Context: an optimization exercise on an open-source flow, tuned for small area and a short achievable clock period. The choices shown serve that exercise and are no tape-out recipe.
Function was checked by simulation only, so behaviour that the tests miss may differ from the original.
Power is estimated from default activity; no workload was simulated.

==> flow/design.v <==
module hfp8_enc_pre (
    input  wire [30:0] a,         
    input  wire [6:0]  ebias,     
    output wire [8:0]  s1,        
    output wire [7:0]  top,       
    output wire        lo         
);
    wire [7:0] e   = a[30:23];
    wire       hid = |e;
    assign s1  = {1'b0, e} + {2'b00, ebias} + 9'd1;
    assign top = hid ? {1'b1, a[22:16]} : a[22:15];
    assign lo  = (|a[14:0]) | (hid & a[15]);
endmodule
module hfp8_enc_lane (
    input  wire [8:0]  s1,        
    input  wire [7:0]  top,       
    input  wire        lo,        
    input  wire [2:0]  ebits,     
    input  wire [2:0]  r,         
    input  wire [5:0]  mh,        
    input  wire [6:0]  mmask,     
    input  wire [6:0]  hm,        
    output wire [6:0]  qp,        
    output wire        up,        
    output wire        ovf,       
    output wire        inexact    
);
    wire        e_ge1  = s1[8] | (s1[7] & (|s1[6:0]));       
    wire        normal = s1[8] | (s1[7] & (|s1[6:1]));       
    wire        zero   = !s1[8] && !s1[7] && ((s1[6:3] != 4'hF) || (s1[2:0] <= ebits));
    assign      ovf    = s1[8] | (s1[7] & (|(s1[6:0] & hm)));
    wire [2:0]  u  = e_ge1 ? r : (ebits - s1[2:0]);
    wire [14:0] w  = {top, 7'd0} >> u;
    wire [6:0]  n      = zero ? 7'd0 : w[14:8];
    wire        guard  = !zero && w[7];
    wire        sticky = lo || (zero ? (|top) : (|w[6:0]));
    reg  [6:0]  eh;                              
    integer k;
    always @(*) begin
        eh = 7'd0;
        for (k = 0; k < 6; k = k + 1)
            eh = eh | ((s1[6:0] << (k + 1)) & {7{mh[k]}});
    end
    assign qp      = normal ? (eh | (n & mmask)) : n;
    assign up      = guard & (sticky | n[0]);
    assign inexact = guard | sticky;
endmodule
module hfp8_dec_lane (
    input  wire        sign,
    input  wire [11:0] al,
    input  wire [6:0]  nb,       
    output wire [14:0] f
);
    wire [5:0]  E  = al[11:6];
    wire [5:0]  mt = al[5:0];
    wire        ez = (E == 6'd0);
    reg [2:0] lz;
    always @(*) begin
        casez (mt)
            6'b1?????: lz = 3'd0;
            6'b01????: lz = 3'd1;
            6'b001???: lz = 3'd2;
            6'b0001??: lz = 3'd3;
            6'b00001?: lz = 3'd4;
            6'b000001: lz = 3'd5;
            default:   lz = 3'd6;
        endcase
    end
    wire       sub_norm = ({4'd0, lz} < nb);         
    wire [7:0] exp_n    = {2'b0, E} + {1'b0, nb};
    wire [7:0] exp_s    = sub_norm ? ({1'b0, nb} - {5'd0, lz}) : 8'd0;
    wire [3:0] sh_s     = sub_norm ? ({1'b0, lz} + 4'd1) : nb[3:0];
    wire [5:0] fr_s     = mt << sh_s;
    wire       zero = ez && (mt == 6'd0);
    wire [7:0] expo = ez ? exp_s : exp_n;
    wire [5:0] fr   = ez ? fr_s : mt;
    assign f = zero ? {sign, 14'd0} : {sign, expo, fr};
endmodule
module hfp8_codec (
    input  wire         clk,
    input  wire         rst,         
    input  wire         in_valid,
    input  wire         mode,        
    input  wire [2:0]   ebits,
    input  wire [7:0]   ebias,
    input  wire [31:0]  maxpos,      
    input  wire [127:0] din,
    output wire         out_valid,
    output wire         err,
    output wire [127:0] dout
);
    genvar i;
    wire [94:0] pre;             
    wire [39:0] dcodes = {din[31:0], 8'd0};
    generate
        for (i = 0; i < 5; i = i + 1) begin : s1pre
            wire [31:0] x = (i == 4) ? maxpos : din[32*i +: 32];
            wire [8:0]  s1;
            wire [7:0]  top;
            wire        lo;
            hfp8_enc_pre u_pre (.a(x[30:0]), .ebias(ebias[6:0]), .s1(s1), .top(top), .lo(lo));
            if (i == 4) begin : m
                assign pre[19*i +: 19] = {x[31], s1, top, lo};
            end else begin : l
                wire [9:0] dc = dcodes[39 - 10*i -: 10];
                assign pre[19*i +: 19] = mode ? {dc[9], s1, dc[8:0]} : {x[31], s1, top, lo};
            end
        end
    endgenerate
    reg         s1_valid;
    reg         s1_mode;
    reg [2:0]   s1_ebits;
    reg [7:0]   s1_ebias;
    reg [2:0]   p_r;         
    reg [5:0]   p_mh;        
    reg [6:0]   p_mmask;     
    reg [6:0]   p_hm;        
    reg [5:0]   p_rh;        
    reg [94:0]  s1_x;
    always @(posedge clk) begin
        if (rst)
            s1_valid <= 1'b0;
        else
            s1_valid <= in_valid;
        s1_mode  <= mode;
        s1_ebits <= ebits;
        s1_ebias <= ebias;
        p_r      <= ebits - 3'd1;
        p_mh     <= 6'd1 << (3'd6 - ebits);
        p_mmask  <= 7'h7F >> ebits;
        p_hm     <= 7'h7F << ebits;
        p_rh     <= 6'd1 << (ebits - 3'd1);
        s1_x     <= pre;
    end
    wire [31:0] s1_codes = {s1_x[18], s1_x[8:0], s1_x[37], s1_x[27:19],
                            s1_x[56], s1_x[46:38], s1_x[75], s1_x[65]};
    wire [6:0] mq;
    wire       mup, movf, minexact;
    hfp8_enc_lane u_encm (
        .s1(s1_x[93:85]), .top(s1_x[84:77]), .lo(s1_x[76]),
        .ebits(s1_ebits), .r(p_r), .mh(p_mh), .mmask(p_mmask), .hm(p_hm),
        .qp(mq), .up(mup), .ovf(movf), .inexact(minexact)
    );
    wire perr = (s1_ebits == 3'd0) || (s1_ebits == 3'd7) || (s1_ebias == 8'd0) || s1_ebias[7]
             || (!s1_mode && (s1_x[94] || ((s1_x[84:77] == 8'd0) && !s1_x[76])));
    wire [51:0] s2_d;        
    generate
        for (i = 0; i < 4; i = i + 1) begin : s2lane
            wire [18:0] x = s1_x[19*i +: 19];
            wire [6:0]  qp;
            wire        up, ovf;
            hfp8_enc_lane u_enc (
                .s1(x[17:9]), .top(x[8:1]), .lo(x[0]),
                .ebits(s1_ebits), .r(p_r), .mh(p_mh), .mmask(p_mmask), .hm(p_hm),
                .qp(qp), .up(up), .ovf(ovf), .inexact()
            );
            wire [7:0] c = s1_codes[8*i +: 8];
            reg [11:0] al;
            integer k;
            always @(*) begin
                al = 12'd0;
                for (k = 0; k < 6; k = k + 1)
                    al = al | (({5'd0, c[6:0]} << k) & {12{p_rh[k]}});
            end
            assign s2_d[13*i +: 13] = s1_mode ? {c[7], al} : {x[18], qp, up, ovf, 3'b000};
        end
    endgenerate
    reg         s2_valid;
    reg         s2_mode;
    reg         s2_perr;
    reg         s2_movf;
    reg         s2_minexact;
    reg [6:0]   s2_nb;       
    reg [6:0]   s2_mq;
    reg         s2_mup;
    reg [51:0]  s2_lane;
    always @(posedge clk) begin
        if (rst)
            s2_valid <= 1'b0;
        else
            s2_valid <= s1_valid;
        s2_mode     <= s1_mode;
        s2_perr     <= perr;
        s2_movf     <= movf;
        s2_minexact <= minexact;
        s2_nb       <= ~s1_ebias[6:0];
        s2_mq       <= mq;
        s2_mup      <= mup;
        s2_lane     <= s2_d;
    end
    wire param_err = s2_perr || (!s2_mode && (s2_movf || ((s2_mq == 7'h7F) && s2_minexact)));
    wire [6:0]  mq1 = s2_mq + 7'd1;
    wire [6:0]  cm  = s2_mup ? mq1 : s2_mq;
    wire [31:0] codes;
    wire [59:0] dec;
    generate
        for (i = 0; i < 4; i = i + 1) begin : s3lane
            wire [12:0] l   = s2_lane[13*i +: 13];
            wire [6:0]  qp  = l[11:5];
            wire        up  = l[4];
            wire        ovf = l[3];
            wire [6:0]  q   = qp + {6'd0, up};
            wire [7:0]  d   = {1'b0, qp} - {1'b0, s2_mq};
            wire        ge  = !d[7];
            wire        gt  = ge && (d[6:0] != 7'd0);
            wire        gt1 = ge && (d[6:1] != 6'd0);
            wire        sel = ovf || ((up == s2_mup) ? gt : up ? ge : gt1);
            assign codes[8*i +: 8] = {l[12], sel ? cm : q};
            hfp8_dec_lane u_dec (.sign(l[12]), .al(l[11:0]), .nb(s2_nb), .f(dec[15*i +: 15]));
        end
    endgenerate
    reg          s3_valid;
    reg          s3_err;
    reg [31:0]   s3_lo;      
    reg [44:0]   s3_hi;      
    always @(posedge clk) begin
        if (rst)
            s3_valid <= 1'b0;
        else
            s3_valid <= s2_valid;
        s3_err <= param_err;
        s3_lo  <= param_err ? 32'd0 : s2_mode ? {dec[14:0], 17'd0} : codes;
        s3_hi  <= (s2_mode && !param_err) ? dec[59:15] : 45'd0;
    end
    assign out_valid = s3_valid;
    assign err       = s3_err;
    assign dout      = {s3_hi[44:30], 17'd0, s3_hi[29:15], 17'd0, s3_hi[14:0], 17'd0, s3_lo};
endmodule
==> flow/config.mk <==
export PLATFORM = sky130hd
export DESIGN_NAME = hfp8_codec
export DESIGN_NICKNAME = hfp8_codec
export VERILOG_FILES = /design/flow/design.v
export SDC_FILE = /design/flow/constraint.sdc
export NUM_CORES = 4
export LEC_CHECK = 0
export ABC_AREA = 1
export CAP_MARGIN = 20
export CORE_MARGIN = 2
export CORE_UTILIZATION = 60
export SLEW_MARGIN = 20
==> flow/constraint.sdc <==
create_clock -name core_clock -period 12.0 [get_ports {clk}]
set_input_delay 2.4000 -clock core_clock [delete_from_list [all_inputs] [get_ports {clk}]]
set_output_delay 2.4000 -clock core_clock [all_outputs]
set_load 0.01 [all_outputs]
standard.sh (not shown) runs the stock make flow with config.mk's settings and CLKGATE_MAP_FILE= SYNTH_SCRIPT=/design/flow/synth_recipe.tcl, a recipe that flattens the netlist after the stock synthesis.
==> flow/flow/run.sh <==
#!/bin/bash
set -euo pipefail
bash standard.sh SETUP_SLACK_MARGIN=8.5 "BUFFER_PORTS_ARGS=-buffer_cell sky130_fd_sc_hd__buf_1" finish \
    > standard_flow.log 2>&1
The baseline went through all stages and came out clean.
Then changed:
--- a/flow/design.v
+++ b/flow/design.v
@@ -14,37 +14,29 @@
 module hfp8_enc_lane (
     input  wire [8:0]  s1,        
     input  wire [7:0]  top,       
     input  wire        lo,        
     input  wire [2:0]  ebits,     
     input  wire [2:0]  r,         
-    input  wire [5:0]  mh,        
-    input  wire [6:0]  mmask,     
     input  wire [6:0]  hm,        
     output wire [6:0]  qp,        
     output wire        up,        
     output wire        ovf,       
     output wire        inexact    
 );
     wire        e_ge1  = s1[8] | (s1[7] & (|s1[6:0]));       
     wire        normal = s1[8] | (s1[7] & (|s1[6:1]));       
     wire        zero   = !s1[8] && !s1[7] && ((s1[6:3] != 4'hF) || (s1[2:0] <= ebits));
     assign      ovf    = s1[8] | (s1[7] & (|(s1[6:0] & hm)));
     wire [2:0]  u  = e_ge1 ? r : (ebits - s1[2:0]);
-    wire [14:0] w  = {top, 7'd0} >> u;
+    wire [13:0] y  = normal ? {s1[6:0], top[6:0]} : {6'd0, top};
+    wire [20:0] w  = {y, 7'd0} >> u;
     wire [6:0]  n      = zero ? 7'd0 : w[14:8];
     wire        guard  = !zero && w[7];
     wire        sticky = lo || (zero ? (|top) : (|w[6:0]));
-    reg  [6:0]  eh;                              
-    integer k;
-    always @(*) begin
-        eh = 7'd0;
-        for (k = 0; k < 6; k = k + 1)
-            eh = eh | ((s1[6:0] << (k + 1)) & {7{mh[k]}});
-    end
-    assign qp      = normal ? (eh | (n & mmask)) : n;
+    assign qp      = n;
     assign up      = guard & (sticky | n[0]);
     assign inexact = guard | sticky;
 endmodule
 module hfp8_dec_lane (
     input  wire        sign,
     input  wire [11:0] al,
@@ -109,52 +101,48 @@
     endgenerate
     reg         s1_valid;
     reg         s1_mode;
     reg [2:0]   s1_ebits;
     reg [7:0]   s1_ebias;
     reg [2:0]   p_r;         
-    reg [5:0]   p_mh;        
-    reg [6:0]   p_mmask;     
     reg [6:0]   p_hm;        
     reg [5:0]   p_rh;        
     reg [94:0]  s1_x;
     always @(posedge clk) begin
         if (rst)
             s1_valid <= 1'b0;
         else
             s1_valid <= in_valid;
         s1_mode  <= mode;
         s1_ebits <= ebits;
         s1_ebias <= ebias;
         p_r      <= ebits - 3'd1;
-        p_mh     <= 6'd1 << (3'd6 - ebits);
-        p_mmask  <= 7'h7F >> ebits;
         p_hm     <= 7'h7F << ebits;
         p_rh     <= 6'd1 << (ebits - 3'd1);
         s1_x     <= pre;
     end
     wire [31:0] s1_codes = {s1_x[18], s1_x[8:0], s1_x[37], s1_x[27:19],
                             s1_x[56], s1_x[46:38], s1_x[75], s1_x[65]};
     wire [6:0] mq;
     wire       mup, movf, minexact;
     hfp8_enc_lane u_encm (
         .s1(s1_x[93:85]), .top(s1_x[84:77]), .lo(s1_x[76]),
-        .ebits(s1_ebits), .r(p_r), .mh(p_mh), .mmask(p_mmask), .hm(p_hm),
+        .ebits(s1_ebits), .r(p_r), .hm(p_hm),
         .qp(mq), .up(mup), .ovf(movf), .inexact(minexact)
     );
     wire perr = (s1_ebits == 3'd0) || (s1_ebits == 3'd7) || (s1_ebias == 8'd0) || s1_ebias[7]
              || (!s1_mode && (s1_x[94] || ((s1_x[84:77] == 8'd0) && !s1_x[76])));
     wire [51:0] s2_d;        
     generate
         for (i = 0; i < 4; i = i + 1) begin : s2lane
             wire [18:0] x = s1_x[19*i +: 19];
             wire [6:0]  qp;
             wire        up, ovf;
             hfp8_enc_lane u_enc (
                 .s1(x[17:9]), .top(x[8:1]), .lo(x[0]),
-                .ebits(s1_ebits), .r(p_r), .mh(p_mh), .mmask(p_mmask), .hm(p_hm),
+                .ebits(s1_ebits), .r(p_r), .hm(p_hm),
                 .qp(qp), .up(up), .ovf(ovf), .inexact()
             );
             wire [7:0] c = s1_codes[8*i +: 8];
             reg [11:0] al;
             integer k;
             always @(*) begin
=>
- The new run finished with timing, DRC and antenna clean
- total power grows by 6.0%
- non-clock buffer count goes up by 4
- core utilization hardly moves
- final cell count increases by about 1.5%
- sequential power is about the same
- global-route usage fell by 2.7 points
- synthesized area is lower by about 0.5%


RTL: the design.v shown in full above, as it stands there.
clock: 12.0 ns
lec_check: 0
abc_area: 1
cap_margin: 20
core_margin: 2
core_utilization: 50
slew_margin: 20
==> flow/flow/run.sh <==
#!/bin/bash
set -euo pipefail
bash standard.sh SETUP_SLACK_MARGIN=8.6 "BUFFER_PORTS_ARGS=-buffer_cell sky130_fd_sc_hd__buf_1" finish \
    > standard_flow.log 2>&1
Next try:
--- a/flow/design.v
+++ b/flow/design.v
@@ -14,37 +14,29 @@
 module hfp8_enc_lane (
     input  wire [8:0]  s1,        
     input  wire [7:0]  top,       
     input  wire        lo,        
     input  wire [2:0]  ebits,     
     input  wire [2:0]  r,         
-    input  wire [5:0]  mh,        
-    input  wire [6:0]  mmask,     
     input  wire [6:0]  hm,        
     output wire [6:0]  qp,        
     output wire        up,        
     output wire        ovf,       
     output wire        inexact    
 );
     wire        e_ge1  = s1[8] | (s1[7] & (|s1[6:0]));       
     wire        normal = s1[8] | (s1[7] & (|s1[6:1]));       
     wire        zero   = !s1[8] && !s1[7] && ((s1[6:3] != 4'hF) || (s1[2:0] <= ebits));
     assign      ovf    = s1[8] | (s1[7] & (|(s1[6:0] & hm)));
     wire [2:0]  u  = e_ge1 ? r : (ebits - s1[2:0]);
-    wire [14:0] w  = {top, 7'd0} >> u;
+    wire [13:0] y  = normal ? {s1[6:0], top[6:0]} : {6'd0, top};
+    wire [20:0] w  = {y, 7'd0} >> u;
     wire [6:0]  n      = zero ? 7'd0 : w[14:8];
     wire        guard  = !zero && w[7];
     wire        sticky = lo || (zero ? (|top) : (|w[6:0]));
-    reg  [6:0]  eh;                              
-    integer k;
-    always @(*) begin
-        eh = 7'd0;
-        for (k = 0; k < 6; k = k + 1)
-            eh = eh | ((s1[6:0] << (k + 1)) & {7{mh[k]}});
-    end
-    assign qp      = normal ? (eh | (n & mmask)) : n;
+    assign qp      = n;
     assign up      = guard & (sticky | n[0]);
     assign inexact = guard | sticky;
 endmodule
 module hfp8_dec_lane (
     input  wire        sign,
     input  wire [11:0] al,
@@ -109,52 +101,48 @@
     endgenerate
     reg         s1_valid;
     reg         s1_mode;
     reg [2:0]   s1_ebits;
     reg [7:0]   s1_ebias;
     reg [2:0]   p_r;         
-    reg [5:0]   p_mh;        
-    reg [6:0]   p_mmask;     
     reg [6:0]   p_hm;        
     reg [5:0]   p_rh;        
     reg [94:0]  s1_x;
     always @(posedge clk) begin
         if (rst)
             s1_valid <= 1'b0;
         else
             s1_valid <= in_valid;
         s1_mode  <= mode;
         s1_ebits <= ebits;
         s1_ebias <= ebias;
         p_r      <= ebits - 3'd1;
-        p_mh     <= 6'd1 << (3'd6 - ebits);
-        p_mmask  <= 7'h7F >> ebits;
         p_hm     <= 7'h7F << ebits;
         p_rh     <= 6'd1 << (ebits - 3'd1);
         s1_x     <= pre;
     end
     wire [31:0] s1_codes = {s1_x[18], s1_x[8:0], s1_x[37], s1_x[27:19],
                             s1_x[56], s1_x[46:38], s1_x[75], s1_x[65]};
     wire [6:0] mq;
     wire       mup, movf, minexact;
     hfp8_enc_lane u_encm (
         .s1(s1_x[93:85]), .top(s1_x[84:77]), .lo(s1_x[76]),
-        .ebits(s1_ebits), .r(p_r), .mh(p_mh), .mmask(p_mmask), .hm(p_hm),
+        .ebits(s1_ebits), .r(p_r), .hm(p_hm),
         .qp(mq), .up(mup), .ovf(movf), .inexact(minexact)
     );
     wire perr = (s1_ebits == 3'd0) || (s1_ebits == 3'd7) || (s1_ebias == 8'd0) || s1_ebias[7]
              || (!s1_mode && (s1_x[94] || ((s1_x[84:77] == 8'd0) && !s1_x[76])));
     wire [51:0] s2_d;        
     generate
         for (i = 0; i < 4; i = i + 1) begin : s2lane
             wire [18:0] x = s1_x[19*i +: 19];
             wire [6:0]  qp;
             wire        up, ovf;
             hfp8_enc_lane u_enc (
                 .s1(x[17:9]), .top(x[8:1]), .lo(x[0]),
-                .ebits(s1_ebits), .r(p_r), .mh(p_mh), .mmask(p_mmask), .hm(p_hm),
+                .ebits(s1_ebits), .r(p_r), .hm(p_hm),
                 .qp(qp), .up(up), .ovf(ovf), .inexact()
             );
             wire [7:0] c = s1_codes[8*i +: 8];
             reg [11:0] al;
             integer k;
             always @(*) begin
Design area drops by 0.87%.
First-iteration DRC count went down by 27%.
Wire length is lower by 3.3%.
Power climbs by 9.2%.
Sequential cell count shrinks by 6.
Synthesized area shrinks by 0.48%.
Non-clock buffer count came out lower by 5.
Global-route usage went down by 0.98 points.
Die area decreases by 0.46%.

==> separate check: timing with driven ports <==
The results above use ideal ports. As a check the final layouts listed here were re-extracted and re-timed, cells and wires unchanged.
Step 1 sets driving cells, clkbuf_16 on the clock port and buf_2 on the other inputs (assumed; they add their load-dependent delay and slew).
Step 2 moves the port delays by t, midway between the first and last clock arrival at a register: inputs arrive t later, outputs are due t later. That takes back most of the time a late clock gives input paths.
Three values: ideal ports, drivers, drivers and shift; two values: the first two.
| run | t (ns) | setup WS [ns] | latest minus earliest clock arrival (ns) |
|---|---|---|---|
| the first run of note 1 | 0.619 | 8.512 / 8.476 / 7.914 | 0.015 / 0.015 |
| the second run of note 1 | 0.629 | 8.537 / 8.489 / 8.028 | 0.019 / 0.019 |
| the first run of note 2 | 0.628 | 8.577 / 8.519 / 8.060 | 0.032 / 0.032 |
| the second run of note 2 | 0.639 | 8.579 / 8.521 / 8.053 | 0.013 / 0.013 |
After both steps every run listed still meets setup and hold. For the first run of note 1, which loses most, drivers alone change the setup slack by -0.036 ns; drivers and shift together by -0.598 ns.
